This design comes from an exercise in tuning for small area, a short achievable clock period and few clock cycles on the open sky130 flow, not from production work.
Function was checked by simulation only, so behaviour that the tests miss may differ from the original.
Power and IR drop assume default switching activity.

Design fsq_table_engine, start of the top module:
module fsq_table_engine (
    input  wire        clk,
    input  wire        rst,
    input  wire        cmd_valid,
    output wire        cmd_ready,
    input  wire [3:0]  cmd_op,
    input  wire [7:0]  cmd_a,
    input  wire [7:0]  cmd_b,
    output wire        rsp_valid,
    output wire [3:0]  rsp_err,
    output wire [2:0]  rsp_sub,
    output wire [7:0]  rsp_arg,
    output wire [16:0] rsp_result,
    output wire        rsp_tv,
    output wire [2:0]  rsp_k,
    output wire [2:0]  rsp_b
);
Size: roughly 2300 cells after synthesis, about 520 flip-flops, about 64 I/O pins, about 0.028 mm2 of cells after synthesis.
Settings: LEC_CHECK=0, CAP_MARGIN=0, CORE_MARGIN=2, CORE_UTILIZATION=60, CTS_CLUSTER_DIAMETER=100, CTS_CLUSTER_SIZE=25, PLACE_DENSITY=0.6, SLEW_MARGIN=0; clock period 10.0 ns.
standard.sh (not shown) runs the stock make flow with config.mk's settings and CLKGATE_MAP_FILE= SYNTH_SCRIPT=/design/flow/synth_recipe.tcl, a recipe that flattens the netlist after the stock synthesis.
==> flow/flow/run.sh <==
#!/bin/bash
set -euo pipefail
bash standard.sh synth > flow_synth.log 2>&1
bash standard.sh SETUP_SLACK_MARGIN=7.0 SKIP_GATE_CLONING=1 finish > flow_finish.log 2>&1
Testbench counts at the start, summed over its fixed seeds: cycles 14,700.
==> next run, changes <==
Settings changed: CORE_UTILIZATION 60 to 45.
The changed run completed without violations.
Routed wire length is higher by 4.0%.
Design area climbs by 1.6%.
Clock-buffer cell count decreases by 2.
Total power increases by 1.7%.
Worst hold slack gets worse by 59 ps.
Via count goes down by 1.8%.
Global-route usage falls by 8.3 points.
Flip-flop and latch count stays the same.
Setup slack gets better by 9.9 ps.
Register-to-register slack degrades by 20 ps.
Synthesized area stays the same.


## exp/onyx
fsq_table_engine again, from the RTL that the note above started with.
Settings: LEC_CHECK=0, CAP_MARGIN=0, CORE_MARGIN=2, CORE_UTILIZATION=55, CTS_CLUSTER_DIAMETER=100, CTS_CLUSTER_SIZE=25, PLACE_DENSITY=0.6, SLEW_MARGIN=0; clock period 10.0 ns.
Scripts as last shown in full above: flow/flow/run.sh
Testbench counts of exp/onyx, summed over its fixed seeds: cycles 14,700.
### exp/onyx -> exp/pepper
- CORE_UTILIZATION now 45, was 55
==> flow/flow/run.sh <==
#!/bin/bash
set -euo pipefail
bash standard.sh synth > flow_synth.log 2>&1
bash standard.sh SETUP_SLACK_MARGIN=7.1 SKIP_GATE_CLONING=1 finish > flow_finish.log 2>&1
==> comparison <==
In the metrics for exp/onyx and exp/pepper, the one carrying the lower global routing usage on met2 is exp/pepper. Relative to exp/onyx, the global placement routability congestion of exp/pepper is lower by 1.2%. Clock tree skew after final layout came out higher on exp/pepper than on exp/onyx. Going from exp/onyx to exp/pepper, the total global-route track usage was found to have gone down by 5.6 points. From exp/pepper to exp/onyx, number of enable flip-flop cells after synthesis did not move at all. Summary of exp/pepper over exp/onyx: fraction of power consumed by combinational cells rose 1.8 points, total length of routed wires rose 4700 um. exp/onyx leaves more setup margin than exp/pepper. exp/onyx: all stages complete, timing, DRC and antenna checks passed. exp/pepper ended with every stage complete and zero timing, DRC or antenna violations.
[inputs] exp/amber vs exp/pepper
- changing CORE_UTILIZATION from 45 to 50
==> flow/flow/run.sh <==
#!/bin/bash
set -euo pipefail
bash standard.sh synth > flow_synth.log 2>&1
bash standard.sh SETUP_SLACK_MARGIN=7.0 SKIP_GATE_CLONING=1 finish > flow_finish.log 2>&1
--- outcome ---
exp/amber: no failed stages, no open violations at the end
Summary of exp/amber over exp/pepper: combinational group power has decreased, clock power has remained practically unchanged, minimum setup slack in the final design has increased, combinational share of power has decreased.
#### Input delta (exp/garnet over exp/amber)
- changing SLEW_MARGIN from 0 to 20
- changing CAP_MARGIN from 0 to 20
- changing CORE_UTILIZATION from 50 to 45
- setting ABC_AREA to 1 for the first time
==> flow/flow/run.sh <==
#!/bin/bash
set -euo pipefail
bash standard.sh synth > flow_synth.log 2>&1
bash standard.sh SETUP_SLACK_MARGIN=7.0 finish > flow_finish.log 2>&1
--- outcome ---
Looking only at synthesized instance count, and setting everything else aside, the higher value of exp/garnet and exp/amber goes to exp/garnet.
exp/amber → exp/garnet: hold slack down 0.050 ns; wire length on met1 up 25%; clock latency on the worst-skew pair up 0.04 ns; share of synthesized cell area in full adder, half adder and majority cells flat.
Against exp/amber as the reference, exp/garnet delivers a higher first-pass GRT wire length.
exp/garnet vs exp/amber on post-layout minimum cycle time: exp/garnet is the higher one.
Summary of exp/garnet over exp/amber: design area has increased, fraction of the cycle the final worst path needs about even.


run A:
Starting RTL as in the previous note.
export LEC_CHECK = 0
export CAP_MARGIN = 0
export CORE_MARGIN = 2
export CORE_UTILIZATION = 53
export CTS_CLUSTER_DIAMETER = 100
export CTS_CLUSTER_SIZE = 25
export PLACE_DENSITY = 0.6
export SLEW_MARGIN = 0
create_clock -name core_clock -period 10.0 [get_ports {clk}]
==> flow/flow/run.sh <==
#!/bin/bash
set -euo pipefail
bash standard.sh synth > flow_synth.log 2>&1
bash standard.sh SETUP_SLACK_MARGIN=6.95 SKIP_GATE_CLONING=1 finish > flow_finish.log 2>&1
Testbench counts of run A, summed over its fixed seeds: cycles 14,700.
Modified inputs, run B compared to run A
Settings: a change of CORE_UTILIZATION from 53 to 45; a change of PLACE_DENSITY from 0.6 to 0.65.
==> flow/flow/run.sh <==
#!/bin/bash
set -euo pipefail
bash standard.sh synth > flow_synth.log 2>&1
bash standard.sh SETUP_SLACK_MARGIN=7.0 SKIP_GATE_CLONING=1 finish > flow_finish.log 2>&1
### Flow results
- Between run A and run B, sequential share of layout area is lower for run B, run A comes in above that.
- Diff run B..run A | wire length the detailed router placed on met1 | negligible
- Run A has lower initial antenna violation count than run B.
- [run B] worst path arrival time rose 2.66 ns relative to run A
- Looking at cell type of the slowest stage on the worst timing path, the sky130_fd_sc_hd__or4_4 result is from run B; the sky130_fd_sc_hd__dfxtp_4 one comes from run A.
- Diff run A and run B: detailed-placement wirelength estimate higher in run A
- Diff run A -> run B: met2 global-route usage decreased 8.1 points, total number of vias increased 906.
Here is what was changed in the inputs of run C compared with run B.
Settings: a change of SLEW_MARGIN from 0 to 20; a change of PLACE_DENSITY from 0.65 to 0.6; a change of CAP_MARGIN from 0 to 20.
==> flow/flow/run.sh <==
#!/bin/bash
set -euo pipefail
bash standard.sh synth > flow_synth.log 2>&1
bash standard.sh SETUP_SLACK_MARGIN=6.7 finish > flow_finish.log 2>&1
--- outcome ---
- | worst slack after detailed placement | run C vs run B | better |
- Run C ended up with r_res[10]$_SDFF_PP0_ as its critical path launch point; run B ended up with c_a[1]$_DFF_P_.
- Compared with run B, run C shows a overall power consumption that is 0.38% higher.
- Global-route usage: run C vs run B down 0.96 points
- Non-clock inverter total of the final layout in run C vs run B: up about 1.7%
- Looking only at worst setup slack, and setting everything else aside, the lower value of run C and run B goes to run B.
- Delta (run C minus run B): non-clock buffer count saw a decrease; proportion of synthesized chip area in sequential cells roughly the same; insertion delay of the later-clocked pin in the worst-skew pair now sits higher.


fsq_table_engine again, from the RTL that the note above started with.
Settings: LEC_CHECK=0, ABC_AREA=1, CAP_MARGIN=0, CORE_MARGIN=2, CORE_UTILIZATION=50, CTS_CLUSTER_DIAMETER=100, CTS_CLUSTER_SIZE=25, PLACE_DENSITY=0.6, SLEW_MARGIN=0; clock period 10.0 ns.
==> flow/flow/run.sh <==
#!/bin/bash
set -euo pipefail
bash standard.sh synth > flow_synth.log 2>&1
bash standard.sh SETUP_SLACK_MARGIN=6.95 SKIP_GATE_CLONING=1 finish > flow_finish.log 2>&1
Testbench counts at the start, summed over its fixed seeds: cycles 14,700.
Next try:
==> flow/flow/run.sh (replaced) <==
#!/bin/bash
set -euo pipefail
bash standard.sh synth > flow_synth.log 2>&1
bash standard.sh SETUP_SLACK_MARGIN=6.85 finish > flow_finish.log 2>&1
Settings changed: ABC_AREA 1 to default, CAP_MARGIN 0 to 20, CORE_UTILIZATION 50 to 45, SLEW_MARGIN 0 to 20.
Result: Clock-buffer cell count increases by 1. Sequential power barely changes. Core utilization went down by 4.4 points. Non-clock buffer count goes up by 62. Power rose by 0.36%. Worst hold slack gains 0.027 ns. Die area went up by 6.7%.
Next try:
==> flow/flow/run.sh (replaced) <==
#!/bin/bash
set -euo pipefail
bash standard.sh synth > flow_synth.log 2>&1
bash standard.sh SETUP_SLACK_MARGIN=6.95 SKIP_GATE_CLONING=1 finish > flow_finish.log 2>&1
Settings changed: CAP_MARGIN 20 to 0, CORE_UTILIZATION 45 to 50, SLEW_MARGIN 20 to 0.
=> The changed run finished clean. Setup slack improved by 0.023 ns. Combinational power goes down by a few percent. Non-clock buffer count goes down by 59. Clock-buffer cell count drops by 3. Register-to-register slack improves by 0.097 ns. Sequential share of layout area is higher by 1.0 points. Clock skew went down by 0.016 ns. Cell count came out lower by a few percent. Maximum frequency came out higher slightly. Routed wire length went down slightly.


Starting RTL as in the previous note.
// fsq_table_engine
module fsq_table_engine (
    input  wire        clk,
    input  wire        rst,
    input  wire        cmd_valid,
    output wire        cmd_ready,
    input  wire [3:0]  cmd_op,
    input  wire [7:0]  cmd_a,
    input  wire [7:0]  cmd_b,
    output wire        rsp_valid,
    output wire [3:0]  rsp_err,
    output wire [2:0]  rsp_sub,
    output wire [7:0]  rsp_arg,
    output wire [16:0] rsp_result,
    output wire        rsp_tv,
    output wire [2:0]  rsp_k,
    output wire [2:0]  rsp_b
);
    localparam OP_NOP    = 4'h0, OP_CLEAR  = 4'h1, OP_APUSH = 4'h2, OP_KPUSH = 4'h3,
               OP_SETPAD = 4'h4, OP_BUILD  = 4'h5, OP_ENCB  = 4'hA, OP_DECB  = 4'hB,
               OP_PACK   = 4'hC, OP_UNPACK = 4'hD;
    localparam B_FIRST = 3'd0, B_SCAN = 3'd1, B_CHK = 3'd2, B_COL = 3'd3,
               B_FIN1  = 3'd4, B_FIN2 = 3'd5, B_ERR = 3'd7;
    reg [111:0] alpha_f;                 
    reg [255:0] kslot_f;                 
    reg [4:0]  alen;
    reg [5:0]  klen;
  ...
export LEC_CHECK = 0
export CAP_MARGIN = 0
export CORE_MARGIN = 2
export CORE_UTILIZATION = 48
export CTS_CLUSTER_DIAMETER = 100
export CTS_CLUSTER_SIZE = 25
export PLACE_DENSITY = 0.6
export SLEW_MARGIN = 0
create_clock -name core_clock -period 10.0 [get_ports {clk}]
==> flow/flow/run.sh <==
#!/bin/bash
set -euo pipefail
bash standard.sh synth > flow_synth.log 2>&1
bash standard.sh SETUP_SLACK_MARGIN=6.95 SKIP_GATE_CLONING=1 finish > flow_finish.log 2>&1
Testbench counts at the start, summed over its fixed seeds: cycles 14,700.
Edit:
==> flow/flow/run.sh (replaced) <==
#!/bin/bash
set -euo pipefail
bash standard.sh synth > flow_synth.log 2>&1
bash standard.sh SETUP_SLACK_MARGIN=7.0 finish > flow_finish.log 2>&1
--- a/flow/config.mk
+++ b/flow/config.mk
@@ -9,3 +9,3 @@
 export CORE_MARGIN = 2
-export CORE_UTILIZATION = 48
+export CORE_UTILIZATION = 45
 export CTS_CLUSTER_DIAMETER = 100
Result: Clock-buffer cell count decreases by 1. Area after synthesis is unchanged. Global-route usage shrinks by 0.77 points. Clock power hardly moves.
Edit:
==> flow/flow/run.sh (replaced) <==
#!/bin/bash
set -euo pipefail
bash standard.sh synth > flow_synth.log 2>&1
bash standard.sh SETUP_SLACK_MARGIN=7.0 SKIP_GATE_CLONING=1 finish > flow_finish.log 2>&1
--- a/flow/config.mk
+++ b/flow/config.mk
@@ -9,5 +9,6 @@
 export CORE_MARGIN = 2
-export CORE_UTILIZATION = 45
-export CTS_CLUSTER_DIAMETER = 100
-export CTS_CLUSTER_SIZE = 25
+export CORE_UTILIZATION = 50
+export CTS_BUF_LIST = sky130_fd_sc_hd__clkbuf_8
+export CTS_CLUSTER_DIAMETER = 60
+export CTS_CLUSTER_SIZE = 15
 export PLACE_DENSITY = 0.6
Outcome: The changed run went through all stages and came out clean; final area goes down by 0.90%; setup slack loses 0.060 ns; clock-buffer cell count goes up by 10; sequential share of layout area goes up by 0.35 points; via count goes down by 1.0%; global-route usage goes up by 3.2 points; die area goes down by 9.8%; sequential cell count does not change; combinational power goes down by 5.7%; synthesized cell count stays the same; final cell count goes down by 0.91%.
Edit:
==> flow/flow/run.sh (replaced) <==
#!/bin/bash
set -euo pipefail
bash standard.sh synth > flow_synth.log 2>&1
bash standard.sh SETUP_SLACK_MARGIN=7.0 finish > flow_finish.log 2>&1
==> flow/config.mk (replaced) <==
export PLATFORM = sky130hd
export DESIGN_NAME = fsq_table_engine
export DESIGN_NICKNAME = fsq_table_engine
export VERILOG_FILES = /design/flow/design.v
export SDC_FILE = /design/flow/constraint.sdc
export NUM_CORES = 8
export LEC_CHECK = 0
export CAP_MARGIN = 20
export CORE_MARGIN = 2
export CORE_UTILIZATION = 45
export CTS_CLUSTER_DIAMETER = 100
export CTS_CLUSTER_SIZE = 25
export PLACE_DENSITY = 0.7
export SLEW_MARGIN = 20
After rerunning:
- clock power falls by a little under a tenth
- utilization falls by 5.9 points
- setup slack gets better by 0.056 ns
- wire length falls by a few percent
- power falls by a few percent
- first-iteration DRC count rises by about a fifth
- design area rises slightly

re-timing with driven ports:
In the flow no input, the clock included, has a driving cell. The finished layouts below were timed again as built, in two steps.
Step 1 assumes that a clkbuf_16 drives the clock port and a buf_2 every other input.
Step 2 also shifts input and output timing later by t, the mid clock arrival at the registers, as if the neighbouring blocks saw the same clock.
a / b / c = ideal ports / drivers / drivers and shift; a / b = the first two.
run | t, ns | slack for setup (ns) | worst data-port slew with drivers (ns)
the first run of note 1 | 0.674 | 6.862 / 6.804 / 6.233 | 0.09
the second run of note 1 | 0.666 | 6.872 / 6.815 / 6.350 | 0.11
exp/onyx | 0.665 | 6.872 / 6.810 / 6.392 | 0.09
exp/pepper | 0.659 | 6.860 / 6.803 / 6.322 | 0.13
exp/amber | 0.661 | 6.867 / 6.810 / 6.352 | 0.07
exp/garnet | 0.701 | 6.863 / 6.801 / 6.340 | 0.10
run A | 0.653 | 6.869 / 6.811 / 6.353 | 0.07
run B | 0.673 | 6.714 / 6.714 / 6.372 | 0.09
run C | 0.681 | 6.719 / 6.659 / 6.177 | 0.09
the first run of note 4 | 0.700 | 6.905 / 6.841 / 6.422 | 0.04
the second run of note 4 | 0.677 | 6.833 / 6.803 / 6.235 | 0.10
the third run of note 4 | 0.663 | 6.856 / 6.793 / 6.378 | 0.06
the first run of note 5 | 0.671 | 6.872 / 6.820 / 6.255 | 0.08
the second run of note 5 | 0.668 | 6.871 / 6.810 / 6.412 | 0.10
the third run of note 5 | 0.734 | 6.812 / 6.754 / 6.338 | 0.07
the fourth run of note 5 | 0.666 | 6.867 / 6.809 / 6.343 | 0.09
After both steps setup and hold are still met in every run listed. For the first run of note 1, which loses most, drivers alone change the setup slack by -0.058 ns; drivers and shift together by -0.629 ns.
